This is an optimization exercise on Yosys and OpenROAD, whose aim is small area, a short achievable clock period and few clock cycles, not a production implementation.
Only simulation tests tie the RTL to the original design; equivalence was not proved.
No activity file was given, so power comes from the tool's default toggle rates.

## run a
==> flow/design.v (excerpt) <==
module gsh_core (
    input  wire        clk,
    input  wire        rst,           
    input  wire        req_valid,
    output wire        req_ready,
    input  wire        req_we,
    input  wire [18:0] req_addr,
    input  wire [31:0] req_wdata,
    output reg         rsp_valid,
    output wire [31:0] rsp_rdata
);
    localparam ST_OK        = 3'd0;
    localparam ST_OUT_RANGE = 3'd1;
    localparam ST_MALFORMED = 3'd2;
    localparam ST_TRUNCATED = 3'd3;
    localparam ST_LEN_OVF   = 3'd4;
    localparam ST_ILLEGAL   = 3'd5;
    localparam O_ILL    = 4'd0;
    localparam O_CREATE = 4'd1;
    localparam O_WRAP   = 4'd2;
    localparam O_SETU8  = 4'd3;
    localparam O_GETU8  = 4'd4;
    localparam O_SETU16 = 4'd5;
    localparam O_GETU16 = 4'd6;
    localparam O_SETSTR = 4'd7;
    localparam O_GETSTR = 4'd8;
    localparam O_CRC    = 4'd9;
    localparam O_XOR    = 4'd10;
    localparam O_ENC    = 4'd11;
    localparam O_FWRAP  = 4'd12;
    localparam O_DEC    = 4'd13;
  ...
For scale: about 640 flip-flops, roughly 89 I/O pins, about 34000 um^2 of cells after synthesis.
export LEC_CHECK = 0
export ABC_CLOCK_PERIOD_IN_PS = 3000
export CAP_MARGIN = 20
export CORE_MARGIN = 2
export CORE_UTILIZATION = 60
export CTS_BUF_LIST = sky130_fd_sc_hd__clkbuf_4 sky130_fd_sc_hd__clkbuf_8
export PLACE_DENSITY = 0.72
export SETUP_SLACK_MARGIN = 5
export SLEW_MARGIN = 20
create_clock -name core_clock -period 10.0 [get_ports {clk}]
standard.sh (not shown) runs the stock make flow with config.mk's settings and CLKGATE_MAP_FILE= SYNTH_SCRIPT=/design/flow/synth_recipe.tcl, a recipe that flattens the netlist after the stock synthesis.
==> flow/flow/run.sh <==
#!/bin/bash
set -euo pipefail
MARGIN=6.8
export BUFFER_PORTS_ARGS="-buffer_cell sky130_fd_sc_hd__buf_4"
sed -e "s/SETUP_SLACK_MARGIN=[0-9.-]*/SETUP_SLACK_MARGIN=${MARGIN}/" standard.sh > standard_margin.sh
grep -q "SETUP_SLACK_MARGIN=${MARGIN}" standard_margin.sh
bash standard_margin.sh > standard_margin.log 2>&1
Testbench counts of run a, summed over its fixed seeds: cycles 15,330.
Edits applied to the flow inputs when going from run a to run b:
--- a/flow/design.v
+++ b/flow/design.v
@@ -150,19 +150,19 @@
             default: r2 = mem[8*15 +: 8];
         endcase
     end
     wire [127:0] frb_v = mem[8*35 +: 128];
     wire [4:0]  len_e = (c_first && (s_op == O_WRAP || s_op == O_CREATE) && !s_agt16) ? op_a : msg_len;
     wire [15:0] cnt_e = (sv && !s_rd && s_reg && w_ba[3:0] == 4'd5) ? sw : count_r;
     wire [4:0]  i_a   = req_wdata[12:8];
-    wire [5:0]  i_ap1 = {1'b0, i_a} + 6'd1;
-    wire [5:0]  i_apc = {1'b0, i_a} + {1'b0, cnt_e[4:0]};
-    wire i_oor1 = i_ahi || (i_a >= len_e);                                       
-    wire i_oor2 = i_ahi || (i_ap1 >= {1'b0, len_e});                             
-    wire i_oors = i_ahi || (cnt_e[15:5] != 11'd0) || (i_apc >= {1'b0, len_e});   
+    wire [5:0]  lm1   = {1'b0, len_e} - 6'd1;
+    wire [5:0]  lmc   = {1'b0, len_e} - {1'b0, cnt_e[4:0]};
+    wire i_oor1 = i_ahi || (i_a >= len_e);                                           
+    wire i_oor2 = i_ahi || lm1[5] || ({1'b0, i_a} >= lm1);                           
+    wire i_oors = i_ahi || (cnt_e[15:5] != 11'd0) || lmc[5] || ({1'b0, i_a} >= lmc);  
     reg  oor_1, oor_2, oor_s;
     wire [15:0] dec_n   = {mem[8*33 +: 8], mem[8*34 +: 8]};
     wire        dec_mal = (frm_len < 5'd8);
     wire [4:0]  flm8    = frm_len - 5'd8;
     wire        dec_tr  = (dec_n[15:5] != 11'd0) || (dec_n[4:0] > flm8);
     wire [4:0] dec_n2  = (sv && w_en && w_ba == 6'd34) ? sw[4:0] : mem[8*34 +: 5];
     wire [5:0] dec_rba = 6'd35 + {1'b0, dec_n2};
==> comparison <==
The sequential share of layout area reported for run b is greater than that of run a by 0.27 points.
Diff run a -> run b | via count | increase of 1.2%
Utilization after layout across run b and run a: no real change.
Per the comparison of run b with run a, total power after layout fell by 410 uW; non-clock buffer count rose by 11.
From run a to run b the numbers moved as follows: cell area after layout lost about 0.6%; global-route wire length before repair neither gained nor lost much.
Testbench counts of run b, summed over its fixed seeds: cycles 15,330.

## re-timing with driven ports
In the flow no input, the clock included, has a driving cell. The finished layouts below were timed again as built, in two steps. Step 1: set_driving_cell puts a clkbuf_16 on clk and a buf_2 on each other input, an assumption about the parent block. Step 2 times the ports against the registers' clock, not the clock port: input delays grow and output delays shrink by t, the midpoint of the rising clock arrivals with the driver on. Slacks: ideal / step 1 / step 2; pairs: ideal / step 1.
run | t, ns | slack for setup (ns) | worst slew at a driven data input, ns
run a | 0.811 | 6.746 / 6.708 / 5.924 | 0.08
run b | 0.808 | 6.479 / 6.479 / 6.009 | 0.04
After both steps every run listed still meets setup and hold. The setup slack of run a, which loses most, moves by -0.038 ns with the drivers and by -0.822 ns with both steps.
